What follows belongs to an exercise in optimizing a design on an open flow for small area, a short achievable clock period and few clock cycles per item; a production flow would make more cautious choices. The RTL was checked by simulation tests, not by an equivalence proof against the original design.

==> flow/design.v, too long to show whole: its modules and the start of the top module <==
// module demosaic_rgb_stream: 885 lines
module demosaic_rgb_stream (
    input  wire        clk,
    input  wire        rst,         
    input  wire        in_valid,
    output wire        in_ready,
    input  wire [79:0] in_col,      
    input  wire        in_last,     
    input  wire [15:0] max_val,     
    input  wire [4:0]  shift,       
    input  wire        row_odd,     
    output wire        out_valid,
    input  wire        out_ready,
    output reg  [15:0] out_r,
    output reg  [15:0] out_g,
    output reg  [15:0] out_b,
    output reg         out_last
);
  // ...
==> flow/flow/run.sh <==
#!/bin/bash
set -euo pipefail
export BUFFER_PORTS_ARGS="-buffer_cell sky130_fd_sc_hd__buf_1"
SETUP_SLACK_MARGIN=11.5 bash standard.sh cts > standard_cts.log 2>&1
bash standard.sh finish > standard_finish.log 2>&1
==> flow/standard.sh <==
#!/bin/bash
# synth_recipe.tcl (not shown) runs the flow's synth.tcl, then flattens the netlist and writes it again
# the make line also repeats each setting of config.mk as NAME=value (left out here)
make -C /OpenROAD-flow-scripts/flow DESIGN_CONFIG=/design/flow/config.mk WORK_HOME=/design/flow/orfs CLKGATE_MAP_FILE= SYNTH_SCRIPT=/design/flow/synth_recipe.tcl "${@:-finish}"
==> flow/config.mk <==
export PLATFORM = sky130hd
export DESIGN_NAME = demosaic_rgb_stream
export DESIGN_NICKNAME = demosaic_rgb_stream
export VERILOG_FILES = /design/flow/design.v
export SDC_FILE = /design/flow/constraint.sdc
export NUM_CORES = 4
export LEC_CHECK = 0
export ABC_AREA = 1
export CAP_MARGIN = 20
export CORE_MARGIN = 2
export CORE_UTILIZATION = 65
export SLEW_MARGIN = 20
==> flow/constraint.sdc <==
create_clock -name core_clock -period 16.0 [get_ports {clk}]
set_input_delay 3.2000 -clock core_clock [delete_from_list [all_inputs] [get_ports {clk}]]
set_output_delay 3.2000 -clock core_clock [all_outputs]
set_load 0.01 [all_outputs]
==> results.txt, run 1 <==
* Status: no timing/DRC/antenna violations
* Post-synthesis mux area share at less than 1%
* WP depth at 24
* Rows at 76
* Critical path origin: win_green_v[1]$_SDFFE_PP0P_
* Inverter count at 527
* GRT met1 Usage at a little under half
* Hpwl dp at between 50,000 and 60,000 um
* Period Utilization, post-route at 29.1%
* Post-Syn Nets at 3,617
* Hold Slack at between 0.4 and 0.5 ns
* Number of global-route vias before repair at 23.4k
* Final GP Congestion at between 0.9 and 1
* Seq/Total Area, Yosys at between 30 and 40%
* Sequence of cells on the critical path: buf_12, clkinvlp_4, buf_6, buf_6, nand2_2, fa_1, fa_1, inv_1, fa_1, inv_1, ha_1, inv_1, ha_1, a31o_2, a21oi_2, nor2_1, nor2_1, nor2_1, nor2_1, nor2_1, nor2_1, nor2_1, nor2_2, o21bai_1
* Top layer reached by signal wires: met4
* Most common cell after layout, fill and taps aside: nand2_1
* Grt peak-use layer: met2
* M1 WL at between 30,000 and 40,000 um
* Worst hold path class: flop to flop
* I/O pins at approximately 160
* Worst path most repeated cell: nor2_1
* Max-cap violations at 0
* Setup crit end kind: flop
* Flops & latches, synth at slightly below 400
* Area taken by flip-flops and latches at around 11,000 um^2
* Synthesized area at roughly 29,000 um^2
* Clk Latency, worst-skew pair at around 0.6 ns
* Die width at 213 um
* Top flop regs: a_x: 20 flops, a_y: 20 flops
* FFs w/ async S/R, synth at 0%
* Postcts setup bufs at 50
* Ys Warns at 1
* Max Freq at 0.215 GHz
* Fraction of area in registers at 35.4%
* Clock buffer cells at 56
* Routed Wire Length at approximately 80,000 um
Testbench counts, summed over its fixed seeds: cycles 31,202, pixels 30,610.
==> inputs of run 2 (changes only) <==
--- a/flow/design.v
+++ b/flow/design.v
@@ -22,17 +22,17 @@
     reg [16:0] w1_p, w2_p, w3_p;
     reg [16:0] w2_q, w3_q;
     reg [17:0] w4_p, w4_q;
     reg [17:0] h2;           
     reg        r3, r4;       
     reg        f3, f4;       
     reg        win_valid;    
     reg        win_green;    
-    localparam NG = 6;
+    localparam NG = 3;
     reg [NG-1:0] win_green_v;
     reg        win_last;     
     reg        row_start;    
     reg [1:0]  flush_cnt;    
     reg        a_valid;
     reg        a_green;
     reg        a_last;
     reg [19:0] a_x;          
@@ -61,17 +61,17 @@
         begin
             join8x2 = {v[17:9] + {8'd0, v[8]}, v[7:0]};
         end
     endfunction
     wire [17:0] f_p = add8x2(in_col[16 +: 16], in_col[48 +: 16]);
     wire [17:0] f_q = add8x2(in_col[ 0 +: 16], in_col[64 +: 16]);
     wire [16:0] w4_pf = join8x2(w4_p);
     wire [16:0] w4_qf = join8x2(w4_q);
-    wire shift_w = adv && (flush || take);
+    wire shift_w = take || (adv && flush);    
     wire [15:0] n4_s = flush ? w3_s : f_s;
     wire [17:0] n4_p = flush ? {w3_p[16:8], 1'b0, w3_p[7:0]} : f_p;
     wire [15:0] n0_s = f3 ? w3_s : w1_s;
     wire [17:0] n_h2 = add8x2(n0_s, n4_s);
     always @(posedge clk) begin
         if (shift_w) begin
             if (f3) begin
                 w1_s <= w4_s; w1_p <= w4_pf;   
@@ -172,67 +172,67 @@
     wire kx_44 = win_green_v[2] ? w2_s[10] : w2_p[9];
     wire kx_45 = win_green_v[2] ? w2_s[11] : w2_p[10];
     wire kx_46 = win_green_v[2] ? w2_s[12] : w2_p[11];
     wire kx_47 = win_green_v[2] ? w2_s[13] : w2_p[12];
     wire kx_48 = win_green_v[2] ? w2_s[14] : w2_p[13];
     wire kx_49 = win_green_v[2] ? w2_s[15] : w2_p[14];
     wire kx_50 = ~win_green_v[2] & w2_p[15];
     wire kx_51 = ~win_green_v[2] & w2_p[16];
-    wire kx_52 = win_green_v[3] ? w1_p[0] : w2_q[0];
-    wire kx_53 = win_green_v[3] ? w1_p[1] : w2_q[1];
-    wire kx_54 = win_green_v[3] ? w1_p[2] : w2_q[2];
-    wire kx_55 = win_green_v[3] ? w1_p[3] : w2_q[3];
-    wire kx_56 = win_green_v[3] ? w1_p[4] : w2_q[4];
-    wire kx_57 = win_green_v[3] ? w1_p[5] : w2_q[5];
-    wire kx_58 = win_green_v[3] ? w1_p[6] : w2_q[6];
-    wire kx_59 = win_green_v[3] ? w1_p[7] : w2_q[7];
-    wire kx_60 = win_green_v[3] ? w1_p[8] : w2_q[8];
-    wire kx_61 = win_green_v[3] ? w1_p[9] : w2_q[9];
-    wire kx_62 = win_green_v[3] ? w1_p[10] : w2_q[10];
-    wire kx_63 = win_green_v[3] ? w1_p[11] : w2_q[11];
-    wire kx_64 = win_green_v[3] ? w1_p[12] : w2_q[12];
-    wire kx_65 = win_green_v[3] ? w1_p[13] : w2_q[13];
-    wire kx_66 = win_green_v[3] ? w1_p[14] : w2_q[14];
-    wire kx_67 = win_green_v[3] ? w1_p[15] : w2_q[15];
-    wire kx_68 = win_green_v[3] ? w1_p[16] : w2_q[16];
-    wire kx_69 = win_green_v[4] & ~w3_p[0];
-    wire kx_70 = win_green_v[4] & ~w3_p[1];
-    wire kx_71 = win_green_v[4] & ~w3_p[2];
-    wire kx_72 = win_green_v[4] & ~w3_p[3];
-    wire kx_73 = win_green_v[4] & ~w3_p[4];
-    wire kx_74 = win_green_v[4] & ~w3_p[5];
-    wire kx_75 = win_green_v[4] & ~w3_p[6];
-    wire kx_76 = win_green_v[4] & ~w3_p[7];
-    wire kx_77 = win_green_v[4] & ~w3_p[8];
-    wire kx_78 = win_green_v[4] & ~w3_p[9];
-    wire kx_79 = win_green_v[4] & ~w3_p[10];
-    wire kx_80 = win_green_v[4] & ~w3_p[11];
-    wire kx_81 = win_green_v[4] & ~w3_p[12];
-    wire kx_82 = win_green_v[4] & ~w3_p[13];
-    wire kx_83 = win_green_v[4] & ~w3_p[14];
-    wire kx_84 = win_green_v[4] & ~w3_p[15];
-    wire kx_85 = win_green_v[4] & ~w3_p[16];
-    wire kx_86 = win_green_v[5] & w2_q[0];
-    wire kx_87 = win_green_v[5] & w2_q[1];
-    wire kx_88 = win_green_v[5] & w2_q[2];
-    wire kx_89 = win_green_v[5] & w2_q[3];
-    wire kx_90 = win_green_v[5] & w2_q[4];
-    wire kx_91 = win_green_v[5] & w2_q[5];
-    wire kx_92 = win_green_v[5] & w2_q[6];
-    wire kx_93 = win_green_v[5] & w2_q[7];
-    wire kx_94 = win_green_v[5] & w2_q[8];
-    wire kx_95 = win_green_v[5] & w2_q[9];
-    wire kx_96 = win_green_v[5] & w2_q[10];
-    wire kx_97 = win_green_v[5] & w2_q[11];
-    wire kx_98 = win_green_v[5] & w2_q[12];
-    wire kx_99 = win_green_v[5] & w2_q[13];
-    wire kx_100 = win_green_v[5] & w2_q[14];
-    wire kx_101 = win_green_v[5] & w2_q[15];
-    wire kx_102 = win_green_v[5] & w2_q[16];
+    wire kx_52 = win_green_v[0] ? w1_p[0] : w2_q[0];
+    wire kx_53 = win_green_v[0] ? w1_p[1] : w2_q[1];
+    wire kx_54 = win_green_v[0] ? w1_p[2] : w2_q[2];
+    wire kx_55 = win_green_v[0] ? w1_p[3] : w2_q[3];
+    wire kx_56 = win_green_v[0] ? w1_p[4] : w2_q[4];
+    wire kx_57 = win_green_v[0] ? w1_p[5] : w2_q[5];
+    wire kx_58 = win_green_v[0] ? w1_p[6] : w2_q[6];
+    wire kx_59 = win_green_v[0] ? w1_p[7] : w2_q[7];
+    wire kx_60 = win_green_v[0] ? w1_p[8] : w2_q[8];
+    wire kx_61 = win_green_v[0] ? w1_p[9] : w2_q[9];
+    wire kx_62 = win_green_v[0] ? w1_p[10] : w2_q[10];
+    wire kx_63 = win_green_v[0] ? w1_p[11] : w2_q[11];
+    wire kx_64 = win_green_v[0] ? w1_p[12] : w2_q[12];
+    wire kx_65 = win_green_v[0] ? w1_p[13] : w2_q[13];
+    wire kx_66 = win_green_v[0] ? w1_p[14] : w2_q[14];
+    wire kx_67 = win_green_v[0] ? w1_p[15] : w2_q[15];
+    wire kx_68 = win_green_v[0] ? w1_p[16] : w2_q[16];
+    wire kx_69 = win_green_v[1] & ~w3_p[0];
+    wire kx_70 = win_green_v[1] & ~w3_p[1];
+    wire kx_71 = win_green_v[1] & ~w3_p[2];
+    wire kx_72 = win_green_v[1] & ~w3_p[3];
+    wire kx_73 = win_green_v[1] & ~w3_p[4];
+    wire kx_74 = win_green_v[1] & ~w3_p[5];
+    wire kx_75 = win_green_v[1] & ~w3_p[6];
+    wire kx_76 = win_green_v[1] & ~w3_p[7];
+    wire kx_77 = win_green_v[1] & ~w3_p[8];
+    wire kx_78 = win_green_v[1] & ~w3_p[9];
+    wire kx_79 = win_green_v[1] & ~w3_p[10];
+    wire kx_80 = win_green_v[1] & ~w3_p[11];
+    wire kx_81 = win_green_v[1] & ~w3_p[12];
+    wire kx_82 = win_green_v[1] & ~w3_p[13];
+    wire kx_83 = win_green_v[1] & ~w3_p[14];
+    wire kx_84 = win_green_v[1] & ~w3_p[15];
+    wire kx_85 = win_green_v[1] & ~w3_p[16];
+    wire kx_86 = win_green_v[2] & w2_q[0];
+    wire kx_87 = win_green_v[2] & w2_q[1];
+    wire kx_88 = win_green_v[2] & w2_q[2];
+    wire kx_89 = win_green_v[2] & w2_q[3];
+    wire kx_90 = win_green_v[2] & w2_q[4];
+    wire kx_91 = win_green_v[2] & w2_q[5];
+    wire kx_92 = win_green_v[2] & w2_q[6];
+    wire kx_93 = win_green_v[2] & w2_q[7];
+    wire kx_94 = win_green_v[2] & w2_q[8];
+    wire kx_95 = win_green_v[2] & w2_q[9];
+    wire kx_96 = win_green_v[2] & w2_q[10];
+    wire kx_97 = win_green_v[2] & w2_q[11];
+    wire kx_98 = win_green_v[2] & w2_q[12];
+    wire kx_99 = win_green_v[2] & w2_q[13];
+    wire kx_100 = win_green_v[2] & w2_q[14];
+    wire kx_101 = win_green_v[2] & w2_q[15];
+    wire kx_102 = win_green_v[2] & w2_q[16];
     wire kx_103 = kx_0 ^ kx_17 ^ kx_35;
     wire kx_104 = (kx_0 & kx_17) | (kx_35 & (kx_0 | kx_17));
     wire kx_105 = w2_s[0] ^ kx_1 ^ kx_18;
     wire kx_106 = (w2_s[0] & kx_1) | (kx_18 & (w2_s[0] | kx_1));
     wire kx_107 = h2[2] ^ kx_54;
     wire kx_108 = h2[2] | kx_54;
     wire kx_109 = w2_s[1] ^ kx_2 ^ kx_19;
     wire kx_110 = (w2_s[1] & kx_2) | (kx_19 & (w2_s[1] | kx_2));
@@ -512,52 +512,52 @@
     wire ky_47 = win_green_v[2] ? ~w1_p[10] : w1_p[9];
     wire ky_48 = win_green_v[2] ? ~w1_p[11] : w1_p[10];
     wire ky_49 = win_green_v[2] ? ~w1_p[12] : w1_p[11];
     wire ky_50 = win_green_v[2] ? ~w1_p[13] : w1_p[12];
     wire ky_51 = win_green_v[2] ? ~w1_p[14] : w1_p[13];
     wire ky_52 = win_green_v[2] ? ~w1_p[15] : w1_p[14];
     wire ky_53 = win_green_v[2] ? ~w1_p[16] : w1_p[15];
     wire ky_54 = ~win_green_v[2] & w1_p[16];
-    wire ky_55 = win_green_v[3] & ~w3_p[0];
-    wire ky_56 = win_green_v[3] ? ~w3_p[1] : w3_p[0];
-    wire ky_57 = win_green_v[3] ? ~w3_p[2] : w3_p[1];
-    wire ky_58 = win_green_v[3] ? ~w3_p[3] : w3_p[2];
-    wire ky_59 = win_green_v[3] ? ~w3_p[4] : w3_p[3];
-    wire ky_60 = win_green_v[3] ? ~w3_p[5] : w3_p[4];
-    wire ky_61 = win_green_v[3] ? ~w3_p[6] : w3_p[5];
-    wire ky_62 = win_green_v[3] ? ~w3_p[7] : w3_p[6];
-    wire ky_63 = win_green_v[3] ? ~w3_p[8] : w3_p[7];
-    wire ky_64 = win_green_v[3] ? ~w3_p[9] : w3_p[8];
-    wire ky_65 = win_green_v[3] ? ~w3_p[10] : w3_p[9];
-    wire ky_66 = win_green_v[3] ? ~w3_p[11] : w3_p[10];
-    wire ky_67 = win_green_v[3] ? ~w3_p[12] : w3_p[11];
-    wire ky_68 = win_green_v[3] ? ~w3_p[13] : w3_p[12];
-    wire ky_69 = win_green_v[3] ? ~w3_p[14] : w3_p[13];
-    wire ky_70 = win_green_v[3] ? ~w3_p[15] : w3_p[14];
-    wire ky_71 = win_green_v[3] ? ~w3_p[16] : w3_p[15];
-    wire ky_72 = ~win_green_v[3] & w3_p[16];
-    wire ky_73 = ~win_green_v[4] & ~h2[0];
-    wire ky_74 = ~win_green_v[4] & ~h2[1];
-    wire ky_75 = ~win_green_v[4] & ~h2[2];
-    wire ky_76 = ~win_green_v[4] & ~h2[3];
-    wire ky_77 = ~win_green_v[4] & ~h2[4];
-    wire ky_78 = ~win_green_v[4] & ~h2[5];
-    wire ky_79 = ~win_green_v[4] & ~h2[6];
-    wire ky_80 = ~win_green_v[4] & ~h2[7];
-    wire ky_81 = ~win_green_v[4] & ~h2[8];
-    wire ky_82 = ~win_green_v[4] & ~h2[9];
-    wire ky_83 = ~win_green_v[4] & ~h2[10];
-    wire ky_84 = ~win_green_v[4] & ~h2[11];
-    wire ky_85 = ~win_green_v[4] & ~h2[12];
-    wire ky_86 = ~win_green_v[4] & ~h2[13];
-    wire ky_87 = ~win_green_v[4] & ~h2[14];
-    wire ky_88 = ~win_green_v[4] & ~h2[15];
-    wire ky_89 = ~win_green_v[4] & ~h2[16];
-    wire ky_90 = ~win_green_v[4] & ~h2[17];
+    wire ky_55 = win_green_v[0] & ~w3_p[0];
+    wire ky_56 = win_green_v[0] ? ~w3_p[1] : w3_p[0];
+    wire ky_57 = win_green_v[0] ? ~w3_p[2] : w3_p[1];
+    wire ky_58 = win_green_v[0] ? ~w3_p[3] : w3_p[2];
+    wire ky_59 = win_green_v[0] ? ~w3_p[4] : w3_p[3];
+    wire ky_60 = win_green_v[0] ? ~w3_p[5] : w3_p[4];
+    wire ky_61 = win_green_v[0] ? ~w3_p[6] : w3_p[5];
+    wire ky_62 = win_green_v[0] ? ~w3_p[7] : w3_p[6];
+    wire ky_63 = win_green_v[0] ? ~w3_p[8] : w3_p[7];
+    wire ky_64 = win_green_v[0] ? ~w3_p[9] : w3_p[8];
+    wire ky_65 = win_green_v[0] ? ~w3_p[10] : w3_p[9];
+    wire ky_66 = win_green_v[0] ? ~w3_p[11] : w3_p[10];
+    wire ky_67 = win_green_v[0] ? ~w3_p[12] : w3_p[11];
+    wire ky_68 = win_green_v[0] ? ~w3_p[13] : w3_p[12];
+    wire ky_69 = win_green_v[0] ? ~w3_p[14] : w3_p[13];
+    wire ky_70 = win_green_v[0] ? ~w3_p[15] : w3_p[14];
+    wire ky_71 = win_green_v[0] ? ~w3_p[16] : w3_p[15];
+    wire ky_72 = ~win_green_v[0] & w3_p[16];
+    wire ky_73 = ~win_green_v[1] & ~h2[0];
+    wire ky_74 = ~win_green_v[1] & ~h2[1];
+    wire ky_75 = ~win_green_v[1] & ~h2[2];
+    wire ky_76 = ~win_green_v[1] & ~h2[3];
+    wire ky_77 = ~win_green_v[1] & ~h2[4];
+    wire ky_78 = ~win_green_v[1] & ~h2[5];
+    wire ky_79 = ~win_green_v[1] & ~h2[6];
+    wire ky_80 = ~win_green_v[1] & ~h2[7];
+    wire ky_81 = ~win_green_v[1] & ~h2[8];
+    wire ky_82 = ~win_green_v[1] & ~h2[9];
+    wire ky_83 = ~win_green_v[1] & ~h2[10];
+    wire ky_84 = ~win_green_v[1] & ~h2[11];
+    wire ky_85 = ~win_green_v[1] & ~h2[12];
+    wire ky_86 = ~win_green_v[1] & ~h2[13];
+    wire ky_87 = ~win_green_v[1] & ~h2[14];
+    wire ky_88 = ~win_green_v[1] & ~h2[15];
+    wire ky_89 = ~win_green_v[1] & ~h2[16];
+    wire ky_90 = ~win_green_v[1] & ~h2[17];
     wire ky_91 = ky_0 ^ ky_18;
     wire ky_92 = ky_0 & ky_18;
     wire ky_93 = ky_1 ^ ky_19 ^ ky_38;
     wire ky_94 = (ky_1 & ky_19) | (ky_38 & (ky_1 | ky_19));
     wire ky_95 = ky_56 ^ h2[2];
     wire ky_96 = ky_56 & h2[2];
     wire ky_97 = w2_s[0] ^ ky_2 ^ ky_20;
     wire ky_98 = (w2_s[0] & ky_2) | (ky_20 & (w2_s[0] | ky_2));
==> run 2 against run 1 <==
  * Critical path depth increased by 2
  * Critical endpoint is now out_r[5]$_DFFE_PP_
  * Non-clock buffer count shrank 13
  * Critical path type unchanged
  * Global-route usage shrank 0.86 points
==> results.txt, run 2 <==
* Status: no timing/DRC/antenna violations
* Synth top area cells: edfxtp_1, fa_1, nand2_1
* Grt ovf at 0
* Vias at ~23k
* Post-synthesis adder-cell area fraction at about 22%
* Layout area overhead at 12.5%
* Core area at approximately 43,000 um^2
* N_diodes at 0
* Yosys top cell by area: edfxtp_1
* Crit Path Max Fanout at 17
* Area share of the largest cell type after synthesis at 38.7%
* FFs w/ async S/R, synth at 0% (unchanged)
* Clk sinks at between 300 and 400
* Post-synth top cells: nand2_1, inv_1, edfxtp_1
* GR Util All Layers at about a third
* Via/cell ratio at between 5 and 6
* Max Freq at 0.219 GHz (+1.8%)
* Cell with the most instances after synthesis: nand2_1
* Final GP Congestion at 0.978 (-2.1%)
* WP data required at roughly 16 ns
* Starting Density at between 60% and 70%
* Most common cell after layout, fill and taps aside: nand2_1
* Initial antenna violation count at 0
* Compound-Gate Fraction of Synth Area at 7.04%
* Seq/Total Area, Yosys at 39.9% (about the same)
* Cell Area, Placed at slightly below 30,000 um^2
* Num CTS Buffers at 40
* Endpoints failing setup at 0
* Synth Flop Type: edfxtp_1
* Final setup TNS at 0 ns
* Mean routed wirelength per cell at ~20 um
* Clk buf depth at 3
* Final Hold Vio Count at 0
* Most frequent cells in the layout: nand2_1, inv_1, edfxtp_1
* Post-route minimum period at 4.57 ns
* Post-route antenna net violation count at 0
* Worst Path Arrival at around 5 ns
* Hold Path Stages at 0
* Hpwl dp at 56,500 um (-0.11%)
* H-tree lvl count at 2
* I/O pins at 158 (unchanged)
* RSZ-0062 raised after global routing: no
* Fillers at 3,141
* Worst-Margin Slew at about 1.3 ns
* Xor-xnor portion of the synthesized cell area at under 10%
* DRT Pass-1 Iters at 8
* Post-Syn Instances at approximately 3.1k
* Number of global-route vias before repair at 22.7k (-2.9%)
* Worst Skew at 0.0249 ns
* Number of flops mapped to enable cells by yosys at ~370
* Post-synthesis mux area share at 0.0705% (+0.00031 points)
* Post-synthesis cell type count at 50
* Syn Area/Cell at ~9.0 um^2
* I/O Buffers at roughly 160
* CTS tree: done
* Die height at 213 um
* Layout cells sized above 1 at between 8 and 9%
* Design Area, Final at 31,900 um^2
* Slew Limit Headroom at approximately 16%
* Max-slew violations at 0
* Routed Wire Length at 78,200 um (-2.2%)
* Top flop regs: a_x: 20 flops, a_y: 20 flops
* Area taken by flip-flops and latches at 11,300 um^2 (-0.59%)
* CTS clk-pin slew, worst paths at 0.06 ns
* Full die area at around 45,000 um^2
* Worst Setup Start Kind: flop
* Setup crit end kind: flop
* Period Utilization, post-route at 28.6% (-0.50 points)
* Crit Path Class: flop to flop
* Nets at around 3.8k
* Main combinational cell family by area after synthesis: adder cells
* Worst hold path class: flop to flop
* Clk Latency, worst-skew pair at 0.57 ns (-0.03 ns)
* Synthesized area at 28,400 um^2 (-0.44%)
* R2r worst-path depth at 26
* Simple-gate portion of the synthesized area at roughly a fifth
* Root buf cell: clkbuf_16
* Area of the multi-input gates at between 15,000 and 20,000 um^2
* 1st-iter DRT viols at 2,521
* First-pass GRT wire length at ~120,000 um
* Largest net degree at the start of global routing at 185
* Die width at 213 um (-0.22%)
* Flops & latches, synth at 383 (-0.78%)
* Ys Warns at 1 (unchanged)
* DRC Markers at 0
* Max-cap violations at 0 (unchanged)
* Post-Syn Nets at 3,617 (unchanged)
* Rows at 76 (unchanged)
==> run 2: cell types whose count changed after synthesis, moves of 8 or more <==
cell | before | now
clkbuf_1 | 80 | 93
inv_1 | 520 | 512
nand2_1 | 742 | 787
nand3_2 | 12 | 4
nor2_1 | 135 | 113
==> run 2: layer usage <==
layer / track usage [%] / up-vias / routed length [um]
met5: 0 / - / 0
met4: 19.9 / 0 / 4810
met3: 7.37 / 258 / 7400
met2: 57.3 / 1172 / 36500
met1: 44.4 / 10700 / 29500
li1: - / 10500 / -
==> run 2: layout make-up <==
| type | instances | area share [%] |
|---|---|---|
| tap | 585 | 2.29 |
| clock buffer | 49 | 3.40 |
| multi-input combinational | 2112 | 47.5 |
| timing repair inverter | 1 | 0.0235 |
| sequential | 383 | 35.5 |
| inverter | 519 | 6.22 |
| clock inverter | 21 | 0.772 |
| timing repair buffer | 228 | 4.28 |
==> run 2: worst paths after layout <==
path	startpoint	to	slack (ns)
hold reg to reg	w3_q[8]$_DFFE_PN_	w2_q[8]$_DFFE_PN_	0.41
setup reg to reg	a_y[6]$_DFFE_PP_	out_r[5]$_DFFE_PP_	11.43
hold / removal	w3_q[8]$_DFFE_PN_	w2_q[8]$_DFFE_PN_	0.41
setup / recovery	a_y[6]$_DFFE_PP_	out_r[5]$_DFFE_PP_	11.43
==> run 2: cells by family after synthesis <==
group           count (synthesis)
compound gates                371
xor+xnor                       87
fa+ha+maj                     371
buf+inv                       645
flops                         383
mux                             2
simple gates                 1280
==> run 2: through the flow <==
step	utilization [%]	worst slack, ns	hold WS, ns	cells
CTS	74.1	11.47	0.417	3896
floorplan	-	10.03	0.400	3139
global route	74.1	11.08	0.424	3898
finish	74.1	11.43	0.414	3898
global placement	69.2	10.58	0.400	3781
detailed placement	69.2	10.50	0.405	3781
==> run 2: worst max-delay path, stage by stage (launching register included) <==
cell,delay [ns]
edfxtp_1,0.45
ha_1,0.25
nand3_1,0.12
nor2_1,0.05
a21o_1,0.16
ha_1,0.19
ha_1,0.36
ha_1,0.32
nand2_1,0.07
inv_1,0.04
nand2_1,0.07
nor2_1,0.06
a21oi_1,0.12
nand2_1,0.06
nand2_1,0.06
nand2_1,0.06
nand2_2,0.27
nand2_2,0.28
nand2_1,0.12
nand3_1,0.17
nand2_1,0.17
nand4_1,0.21
nand2_1,0.20
nand3_2,0.13
a21oi_2,0.22
nand3_1,0.09
nand2_1,0.10
==> run 2: what timing repair did <==
item	CTS	global route
buffers inserted	37	0
endpoints found under the setup margin	134	0
hold buffers	0	0
gates resized for setup	79	0
Testbench counts of run 2, summed over its fixed seeds: cycles 31,202, pixels 30,610.

port drivers added, routing unchanged:
How much do the figures lean on ideal ports? The routed layouts below were timed once more, with nothing changed but the port constraints. Step 1: set_driving_cell puts a clkbuf_16 on clk and a buf_2 on each other input, an assumption about the parent block. Step 2 moves the port delays by t, midway between the first and last clock arrival at a register: inputs arrive t later, outputs are due t later. That takes back most of the time a late clock gives input paths. a / b / c = ideal / step 1 / step 2; a / b = the first two.
run | t (ns) | setup WS [ns] | hold slack, ns | worst setup path at the end | pins driven straight from the clock port
run 1 | 0.645 | 11.348 / 11.348 / 10.867 | 0.417 / 0.417 / 0.417 | input to register | 1
run 2 | 0.621 | 11.429 / 11.429 / 10.887 | 0.414 / 0.414 / 0.414 | input to register | 1
After both steps every run listed still meets setup and hold. The setup slack of run 2, which loses most, moves by 0.000 ns with the drivers and by -0.542 ns with both steps.
